From an optimization exercise on the open Yosys and OpenROAD flow, aimed at small area; shortcuts taken in it are not production practice.
The RTL was checked by simulation tests, not by an equivalence proof against the original design.
No activity file was given, so power comes from the tool's default toggle rates.

$ cat flow/run.sh
#!/bin/bash
# synth_recipe.tcl (not shown) runs the flow's synth.tcl, then flattens the netlist and writes it again
# the make line also repeats each setting of config.mk as NAME=value (left out here)
make -C /OpenROAD-flow-scripts/flow DESIGN_CONFIG=/design/flow/config.mk WORK_HOME=/design/flow/orfs CLKGATE_MAP_FILE= SYNTH_SCRIPT=/design/flow/synth_recipe.tcl finish
$ cat flow/config.mk
export PLATFORM = sky130hd
export DESIGN_NAME = il_core
export DESIGN_NICKNAME = il_core
export VERILOG_FILES = /design/flow/design.v
export SDC_FILE = /design/flow/constraint.sdc
export NUM_CORES = 4
export LEC_CHECK = 0
export CAP_MARGIN = 20
export CORE_MARGIN = 2
export CORE_UTILIZATION = 40
export SLEW_MARGIN = 20
$ cat flow/constraint.sdc
create_clock -name core_clock -period 8.0 [get_ports {clk}]
set_input_delay 1.6000 -clock core_clock [delete_from_list [all_inputs] [get_ports {clk}]]
set_output_delay 1.6000 -clock core_clock [all_outputs]
set_load 0.01 [all_outputs]
$ cat flow/design.v
module il_core (
    input  wire        clk,
    input  wire        rst,
    input  wire        start,
    input  wire [15:0] prog_len,
    output wire        busy,
    output wire [15:0] acc,
    output wire [15:0] last_line,
    output wire [4:0]  esp,
    output wire [4:0]  csp,
    output wire        prog_valid,
    output wire [15:0] prog_addr,
    input  wire        prog_ready,
    input  wire [15:0] prog_word,
    input  wire [15:0] prog_opr,
    output wire        mem_valid,
    output wire        mem_we,
    output wire [1:0]  mem_region,
    output wire [4:0]  mem_slot,
    output wire [15:0] mem_wdata,
    input  wire        mem_ready,
    input  wire [15:0] mem_rdata
);
    localparam [3:0] S_IDLE  = 4'd0,
                     S_FETCH = 4'd1,
                     S_OPEN  = 4'd2,
                     S_EPOP  = 4'd3,
                     S_MRD   = 4'd4,
                     S_WPREP = 4'd5,
                     S_MWR   = 4'd6,
                     S_ALU1  = 4'd7,
                     S_ALU2  = 4'd8,
                     S_MD    = 4'd9,
                     S_JMP   = 4'd10,
                     S_CPUSH = 4'd11,
                     S_CPOP  = 4'd12;
    localparam [3:0] C_LE = 4'd0, C_LT = 4'd1, C_STOR = 4'd2, C_LOAD = 4'd4,
                     C_AND = 4'd5, C_OR = 4'd6, C_XOR = 4'd7, C_ADD = 4'd8,
                     C_SUB = 4'd9, C_MUL = 4'd10, C_DIV = 4'd11, C_GT = 4'd12,
                     C_GE = 4'd13, C_EQ = 4'd14, C_NE = 4'd15;
    localparam EW = 21;    
    localparam CW = 16;    
    reg [3:0]  state;
    reg [15:0] line;
    reg [15:0] acc_r;
    reg [15:0] t1;         
    reg [15:0] t2;         
    reg        t2x;
    reg [16:0] dep;        
    reg [4:0]  csp_r;
    reg [4:0]  ph;         
    reg [3:0]  code;
    reg        neg;
    reg        grp;
    reg [EW*20-1:0] ering;
    reg [CW*20-1:0] cring;
    wire [EW-1:0] etap = ering[EW*20-1 -: EW];
    wire [CW-1:0] ctap = cring[CW*20-1 -: CW];
    wire [3:0]  e_code = etap[20:17];
    wire        e_neg  = etap[16];
    wire [15:0] e_acc  = etap[15:0];
    wire [15:0] line_inc = line + 16'd1;
    wire        acc_nz   = |acc_r;
    wire [7:0] op_raw = prog_word[7:0];
    wire [7:0] op     = (op_raw > 8'd21) ? 8'd0 : op_raw;
    wire       fi     = prog_word[8];
    wire       fn     = prog_word[9];
    wire       fc     = prog_word[10];
    wire       fg     = prog_word[11];
    wire       cond   = acc_nz ^ fn;
    wire       gate   = !fc || cond;
    wire       is_bin = (op >= 8'd5) && (op <= 8'd17);
    wire [3:0] op_code = (op == 8'd1) ? C_LOAD : op[3:0];
    wire       dep_lt20  = (dep < 17'd20);
    wire       dep_zero  = (dep == 17'd0);
    wire       dep_sat   = (dep == 17'd65555);
    wire       ph_e      = (ph == dep[4:0]);
    wire       ph_c      = (ph == csp_r);
    reg        dec_ok;
    reg [1:0]  dec_rg;
    reg [4:0]  dec_sl;
    reg [15:0] ds;
    always @(*) begin
        dec_ok = 1'b0;
        dec_rg = 2'd0;
        ds     = t1 - 16'd1;
        if (t1 >= 16'd1 && t1 <= 16'd26) begin
            dec_ok = 1'b1; dec_rg = 2'd0; ds = t1 - 16'd1;
        end else if (t1 >= 16'd10001 && t1 <= 16'd10026) begin
            dec_ok = 1'b1; dec_rg = 2'd1; ds = t1 - 16'd10001;
        end else if (t1 >= 16'd30001 && t1 <= 16'd30026) begin
            dec_ok = 1'b1; dec_rg = 2'd2; ds = t1 - 16'd30001;
        end else if (t1 >= 16'd40001 && t1 <= 16'd40026) begin
            dec_ok = 1'b1; dec_rg = 2'd3; ds = t1 - 16'd40001;
        end
        dec_sl = ds[4:0];
    end
    wire dec_bit = !dec_rg[1];
    wire        md_mul  = (code == C_MUL);
    wire        a_inv   = !(state == S_MD ? md_mul : (code == C_ADD));
    wire [15:0] y_g     = t1 & {16{!(state == S_MD && md_mul) || acc_r[0]}};
    wire [16:0] ax      = {t2x, t2};
    wire [16:0] ay      = a_inv ? {1'b1, ~y_g} : {1'b0, y_g};
    wire [17:0] sum     = {1'b0, ax} + {1'b0, ay} + {17'd0, a_inv};
    wire        ge      = sum[17];
    wire        eq      = (t2 == t1);
    reg [15:0] alu_y;
    always @(*) begin
        case (code)
            C_AND:  alu_y = t2 & t1;
            C_OR:   alu_y = t2 | t1;
            C_XOR:  alu_y = t2 ^ t1;
            C_ADD, C_SUB: alu_y = sum[15:0];
            C_GT:   alu_y = {15'd0, ge & !eq};
            C_GE:   alu_y = {15'd0, ge};
            C_EQ:   alu_y = {15'd0, eq};
            C_NE:   alu_y = {15'd0, !eq};
            C_LE:   alu_y = {15'd0, !ge | eq};
            C_LT:   alu_y = {15'd0, !ge};
            default: alu_y = t1;    
        endcase
    end
    wire [15:0] div_r = ge ? sum[15:0] : t2;
    wire [15:0] wfn = dec_bit ? {15'd0, acc_nz ^ neg} : (acc_r ^ {16{neg}});
    wire        rd_load = (code == C_LOAD);
    wire        i_load  = rd_load & neg & dec_ok;
    wire        i_bin   = !rd_load & neg & !grp;
    wire [15:0] rdm     = !dec_ok ? 16'd0 : dec_bit ? {15'd0, mem_rdata[0]} : mem_rdata;
    wire        x_lo    = i_load | i_bin;
    wire        x_hi    = (i_load & !dec_bit) | i_bin;
    wire [15:0] rdv     = rdm ^ {{15{x_hi}}, x_lo};
    wire e_we = (state == S_OPEN) && dep_lt20 && ph_e;
    wire c_we = (state == S_CPUSH) && ph_c;
    always @(posedge clk) begin
        ering <= {ering[EW*19-1:0], e_we ? {code, neg, acc_r} : etap};
        cring <= {cring[CW*19-1:0], c_we ? line_inc : ctap};
    end
    always @(posedge clk) begin
        if (rst) begin
            state <= S_IDLE;
            acc_r <= 16'd0;
            dep   <= 17'd0;
            csp_r <= 5'd0;
            ph    <= 5'd0;
        end else begin
            ph <= (ph == 5'd19) ? 5'd0 : ph + 5'd1;
            case (state)
            S_IDLE: begin
                if (start) begin
                    line  <= 16'd0;
                    state <= S_FETCH;
                end
            end
            S_FETCH: begin
                if (line >= prog_len) begin
                    state <= S_IDLE;
                end else if (prog_ready) begin
                    t1   <= prog_opr ^ {16{is_bin & fi & fn & !fg}};
                    code <= op_code;
                    neg  <= fn;
                    grp  <= fg;
                    line <= line_inc;
                    case (op)
                    8'd1: begin    
                        if (fg)      begin line <= line; state <= S_OPEN; end
                        else if (fi) begin line <= line; state <= S_ALU2; end
                        else         begin line <= line; state <= S_MRD; end
                    end
                    8'd2: begin    
                        line <= line;
                        state <= fg ? S_OPEN : S_WPREP;
                    end
                    8'd3, 8'd4: begin    
                        if (cond) begin
                            line  <= line;
                            t2    <= {15'd0, op == 8'd3};
                            state <= S_MWR;
                        end
                    end
                    8'd18: begin   
                        if (gate) begin line <= line; state <= S_JMP; end
                    end
                    8'd19: begin   
                        if (gate && csp_r != 5'd20) begin line <= line; state <= S_CPUSH; end
                    end
                    8'd20: begin   
                        if (gate) begin
                            if (csp_r != 5'd0) begin
                                line  <= line;
                                csp_r <= csp_r - 5'd1;
                                state <= S_CPOP;
                            end else begin
                                line <= 16'hFFFF;
                            end
                        end
                    end
                    8'd21: begin   
                        if (!dep_zero) begin
                            dep <= dep - 17'd1;
                            if (dep_lt20 || dep == 17'd20) begin
                                line  <= line;
                                state <= S_EPOP;
                            end
                        end
                    end
                    default: begin
                        if (is_bin) begin
                            line <= line;
                            if (!fi) state <= S_MRD;
                            else if (fg) state <= S_OPEN;
                            else state <= S_ALU1;
                        end
                    end
                    endcase
                end
            end
            S_OPEN: begin
                if (!dep_lt20) begin
                    if (!dep_sat) dep <= dep + 17'd1;
                    line  <= line_inc;
                    state <= S_FETCH;
                end else if (ph_e) begin
                    dep   <= dep + 17'd1;
                    acc_r <= t1;
                    line  <= line_inc;
                    state <= S_FETCH;
                end
            end
            S_EPOP: begin
                if (ph_e) begin
                    code <= e_code;
                    neg  <= e_neg;
                    grp  <= 1'b0;
                    t1   <= acc_r ^ {16{e_neg & (e_code != C_LOAD) & (e_code != C_STOR)}};
                    if (e_code == C_LOAD) begin
                        state <= S_MRD;
                    end else if (e_code == C_STOR) begin
                        acc_r <= e_acc;
                        state <= S_WPREP;
                    end else begin
                        acc_r <= e_acc;
                        state <= S_ALU1;
                    end
                end
            end
            S_MRD: begin
                if (!dec_ok || mem_ready) begin
                    t1 <= rdv;
                    if (rd_load) state <= S_ALU2;
                    else if (grp) state <= S_OPEN;
                    else state <= S_ALU1;
                end
            end
            S_WPREP: begin
                t2    <= wfn;
                state <= S_MWR;
            end
            S_MWR: begin
                if (!dec_ok || mem_ready) begin
                    line  <= line_inc;
                    state <= S_FETCH;
                end
            end
            S_ALU1: begin
                t2x <= 1'b0;
                if (code == C_MUL || code == C_DIV) begin
                    t2 <= 16'd0;
                    if (ph == 5'd19) state <= S_MD;
                end else begin
                    t2 <= acc_r;
                    state <= S_ALU2;
                end
            end
            S_ALU2: begin
                acc_r <= alu_y;
                line  <= line_inc;
                state <= S_FETCH;
            end
            S_MD: begin
                if (md_mul) begin
                    t2    <= sum[16:1];
                    t2x   <= 1'b0;
                    acc_r <= {sum[0], acc_r[15:1]};
                    if (ph == 5'd15) begin
                        line  <= line_inc;
                        state <= S_FETCH;
                    end
                end else begin
                    t2x   <= div_r[15];
                    t2    <= {div_r[14:0], acc_r[15]};
                    acc_r <= {acc_r[14:0], ge};
                    if (ph == 5'd0 && eq) begin
                        acc_r <= 16'd0;    
                        line  <= line_inc;
                        state <= S_FETCH;
                    end else if (ph == 5'd16) begin
                        line  <= line_inc;
                        state <= S_FETCH;
                    end
                end
            end
            S_JMP: begin
                line  <= t1;
                state <= S_FETCH;
            end
            S_CPUSH: begin
                if (ph_c) begin
                    csp_r <= csp_r + 5'd1;
                    line  <= t1;
                    state <= S_FETCH;
                end
            end
            S_CPOP: begin
                if (ph_c) begin
                    line  <= ctap;
                    state <= S_FETCH;
                end
            end
            default: state <= S_IDLE;
            endcase
        end
    end
    assign busy       = (state != S_IDLE);
    assign acc        = acc_r;
    assign last_line  = line;
    assign esp        = dep_lt20 ? dep[4:0] : 5'd20;
    assign csp        = csp_r;
    assign prog_valid = (state == S_FETCH) && (line < prog_len);
    assign prog_addr  = line;
    assign mem_valid  = ((state == S_MRD) || (state == S_MWR)) && dec_ok;
    assign mem_we     = (state == S_MWR);
    assign mem_region = dec_rg;
    assign mem_slot   = dec_sl;
    assign mem_wdata  = t2;
endmodule
==> flow_metrics.py <==
metrics = {
    "synth": {
        "synth_seq_cells": 842,
        "yosysSeqAreaShare_pct": 65.87,
        "syn_area_um2": 26430,
        "ys_types": 80,
        "yosysWarnings": 1,
        "synth_edf_count": 55,
        "async_reset_ff_share_pct": 0,
        "syn_avg_cell_area_um2": 11.77,
        "syn_inst": 2245,
        "synth_nets": 2406,
        "synth_flop_cell": "dfxtp_1",
    },
    "timing": {
        "finalCriticalPeriod_ns": 6.319,
        "fmax_ghz": 0.1583,
        "rsz0062_at_grt": "false",
        "worstMarginPinSlew_ns": 1.161,
        "max_slew_margin_pct": 22.61,
        "final-hold-violation-count": 0,
        "finalSetupTns_ns": 0,
        "skew_ns": 0.03233,
        "drv_slew": 0,
        "setup_viol": 0,
        "post-route-period-util_pct": 78.98,
    },
    "placement": {
        "gp_congestion": 0.9205,
        "io_buffer_count": 149,
        "hpwl_um": 47410,
        "place_area_um2": 28700,
    },
    "cts": {
        "cts.path.max_buffers": 3,
        "h-tree-depth": 3,
        "cts_resized": 0,
        "numCtsBuffers": 83,
        "clock_latency_ns": 0.65,
        "clk_pin_slew_ns": 0.07,
        "clockRootBuffer": "clkbuf_16",
        "cts_tree": "done",
        "holdBufCountCts": 0,
        "cts_setup_buffers": 0,
        "cts.sinks": 842,
    },
    "global_routing": {
        "grt_pass1_vias": 16325,
        "overflow": 0,
        "grtUsageTotal_pct": 19.77,
        "antenna_found_initial": 1,
        "grt_pass1_wl_um": 101100,
        "grt_max_degree": 49,
    },
    "worst_hold_path": {
        "hp-start": "ering[181]",
        "min_path_type": "reg2reg",
    },
    "layout": {
        "fin_area_um2": 31450,
        "multiInputGateArea_um2": 8220,
        "antenna_cells": 0,
        "area_delta_synth_final_pct": 19.00,
        "fill_cells": 5971,
        "final_cell_mix": "dfxtp_1, nor2_1, clkdlybuf4s50_1, nand2_1, a21oi_1",
        "final_common_cell": "dfxtp_1",
        "nets": 2546,
        "area.sequential_um2": 17410,
        "drive_gt1_share_pct": 8.980,
    },
    "critical_path": {
        "cp-end-kind": "output pin",
        "ff2ff_setup_slack_ns": 2.56,
        "crit_type": "reg2out",
        "endpoint": "mem_valid",
        "r2r_end": "t2[9]",
        "cp_cell_sequence": "inv_1, ha_1, or4b_4, a311oi_2, o211ai_2, a31oi_4, o211ai_4, and2_1, clkdlybuf4s50_1",
        "required_ns": 6.40,
        "start_kind": "register",
        "slowest_delay_ns": 0.72,
        "regToRegStartpoint": "state[0]",
        "slowest_stage": "edfxtp_1",
        "ff2ff_path_depth": 15,
        "worstSetupStartpoint": "t1[0]",
        "worstPathMaxFanout": 19,
        "arrival_ns": 4.72,
    },
    "floorplan": {
        "die_y_um": 261.0,
        "core_area_um2": 65630,
        "die-area_um2": 68140,
        "io_pins": 154,
        "die_x_um": 261.0,
        "rows": 94,
        "initial_core_util_pct": 40.27,
    },
    "power_and_ir_drop": {
        "max-vdd-ir-drop_mv": 0.1790,
        "cellPowerDensity_nw_per_um2": 334.8,
        "p_leak_nw": 12.62,
    },
    "detailed_routing": {
        "wire_per_inst_um": 20.35,
        "antenna_left": 0,
        "vias_per_cell": 5.115,
        "drc": 0,
        "dr.pass1.iters": 6,
        "drt_iter0_markers": 1223,
        "route.vias.total": 16952,
        "routed_wirelength_um": 67440,
    },
    "outcome": {
        "status": "complete, no violations",
    },
    "job": {
        "max-cap-violations": 0,
    },
}
==> cells in the mapped netlist (8+ instances only) <==
master | instances | area (µm²)
o221ai_1 | 25 | 219.0
xor2_1 | 82 | 718.2
nand4_1 | 15 | 93.84
a222oi_1 | 9 | 90.09
buf_1 | 9 | 33.78
buf_2 | 16 | 80.08
o211ai_1 | 25 | 187.7
nor3_1 | 28 | 140.1
o21ai_1 | 23 | 115.1
a31oi_1 | 10 | 62.56
dfxtp_1 | 787 | 15760
buf_4 | 21 | 157.7
o21ai_0 | 92 | 460.4
a22oi_1 | 11 | 82.58
or3_1 | 12 | 75.07
ha_1 | 89 | 1114
a211oi_1 | 14 | 105.1
a21oi_1 | 108 | 540.5
edfxtp_1 | 55 | 1652
and2_1 | 11 | 68.82
mux2_2 | 28 | 315.3
nor4_1 | 19 | 118.9
clkbuf_1 | 77 | 289.0
nand2_1 | 130 | 488.0
a221oi_1 | 25 | 219.0
nand2b_1 | 19 | 118.9
mux2i_1 | 27 | 270.3
nor2b_1 | 12 | 75.07
nor2_1 | 155 | 581.8
xnor2_1 | 54 | 473.0
nand3_1 | 39 | 195.2
inv_1 | 73 | 274.0
a21o_1 | 22 | 165.2
and3_1 | 19 | 118.9
o31ai_1 | 8 | 60.06
==> critical path: cells and delay by family, from the launching register on <==
kind / cells / cell delay, ns
AO/OA/AOI/OAI: 4 / 1.41
flip-flops: 1 / 0.72
buffers and inverters: 2 / 0.87
AND/OR/NAND/NOR: 2 / 0.79
adder cells (fa/ha/maj): 1 / 0.25
==> per-layer routing <==
| metal | up-vias | GRT usage (%) | routed length (µm) |
|---|---|---|---|
| li1 | 8054 | - | - |
| met5 | - | 0 | 0 |
| met2 | 572 | 29.35 | 28820 |
| met4 | 0 | 7.670 | 2243 |
| met3 | 122 | 3.930 | 3678 |
| met1 | 8204 | 28.34 | 32700 |
==> power breakdown <==
part	internal [mW]	switching [mW]	total, mW
registers	4.45	0.251	4.70
logic	0.855	1.20	2.05
clock network	2.14	1.63	3.77
total	7.45	3.08	10.5
==> state kept, by name, summed over array words and instances (netlist names) <==
register and cells:
ering 420, cring 320, dep 17, acc_r 16, line 16, t1 16
t2 16, csp_r 5, ph 5, code 4, state 4, grp 1
neg 1, t2x 1
==> kinds of logic (layout without fill, tap and decap cells) <==
kind of cell	after synthesis	after routing	synth area share, %
flops	842	842	65.87
simple gates	487	487	8.783
compound gates	434	434	10.92
buf+inv	198	403	3.220
xor+xnor	136	136	4.507
fa+ha+maj	93	93	4.484
mux	55	55	2.216
==> through the flow <==
| step | hold WS (ns) | std cells | total power [mW] | setup slack, ns | util, % |
|---|---|---|---|---|---|
| floorplan | 0.3096 | 2245 | 6.030 | 2.682 | - |
| global placement | 0.3105 | 3164 | 6.789 | 2.364 | 43.73 |
| detailed placement | 0.3121 | 3164 | 6.818 | 2.339 | 43.73 |
| CTS | 0.3093 | 3314 | 10.62 | 1.644 | 47.91 |
| global route | 0.3225 | 3314 | 10.99 | 1.566 | 47.92 |
| finish | 0.3168 | 3314 | 10.53 | 1.681 | 47.92 |
==> worst min-delay path by stage <==
| stage | to | slack (ns) | depth (start not counted) |
|---|---|---|---|
| floorplan | cring[100] | 0.31 | 0 |
| global placement | cring[41] | 0.31 | 0 |
| detailed placement | ering[148] | 0.31 | 0 |
| CTS | ering[202] | 0.31 | 0 |
| global route | ering[160] | 0.32 | 0 |
| finish | ering[202] | 0.32 | 0 |
==> cell type report <==
| class | count | share of cell area, % |
|---|---|---|
| sequential | 842 | 55.35 |
| multi-input combinational | 1205 | 26.14 |
| clock buffer | 116 | 7.651 |
| timing repair buffer | 180 | 5.483 |
| tap | 864 | 3.438 |
| clock inverter | 34 | 1.066 |
| inverter | 73 | 0.8713 |

[re-timing with driven ports]
Ports are ideal in the flow. The routed layout listed here was re-timed in OpenROAD. Step 1 sets driving cells, clkbuf_16 on the clock port and buf_2 on the other inputs (assumed; they add their load-dependent delay and slew). Step 2 times the ports against the registers' clock, not the clock port: input delays grow and output delays shrink by t, the midpoint of the rising clock arrivals with the driver on. a / b / c = no drivers / after step 1 / after step 2; a / b = the first two.
t, ns: 0.691
setup WS [ns]: 1.681 / 1.621 / 2.312
worst hold slack (ns): 0.317 / 0.317 / 0.317
worst setup path after step 2: register to output
worst data-port slew with drivers (ns): 0.04
After both steps this run still meets setup and hold. The setup slack of this run moves by -0.060 ns with the drivers and by +0.631 ns with both steps.
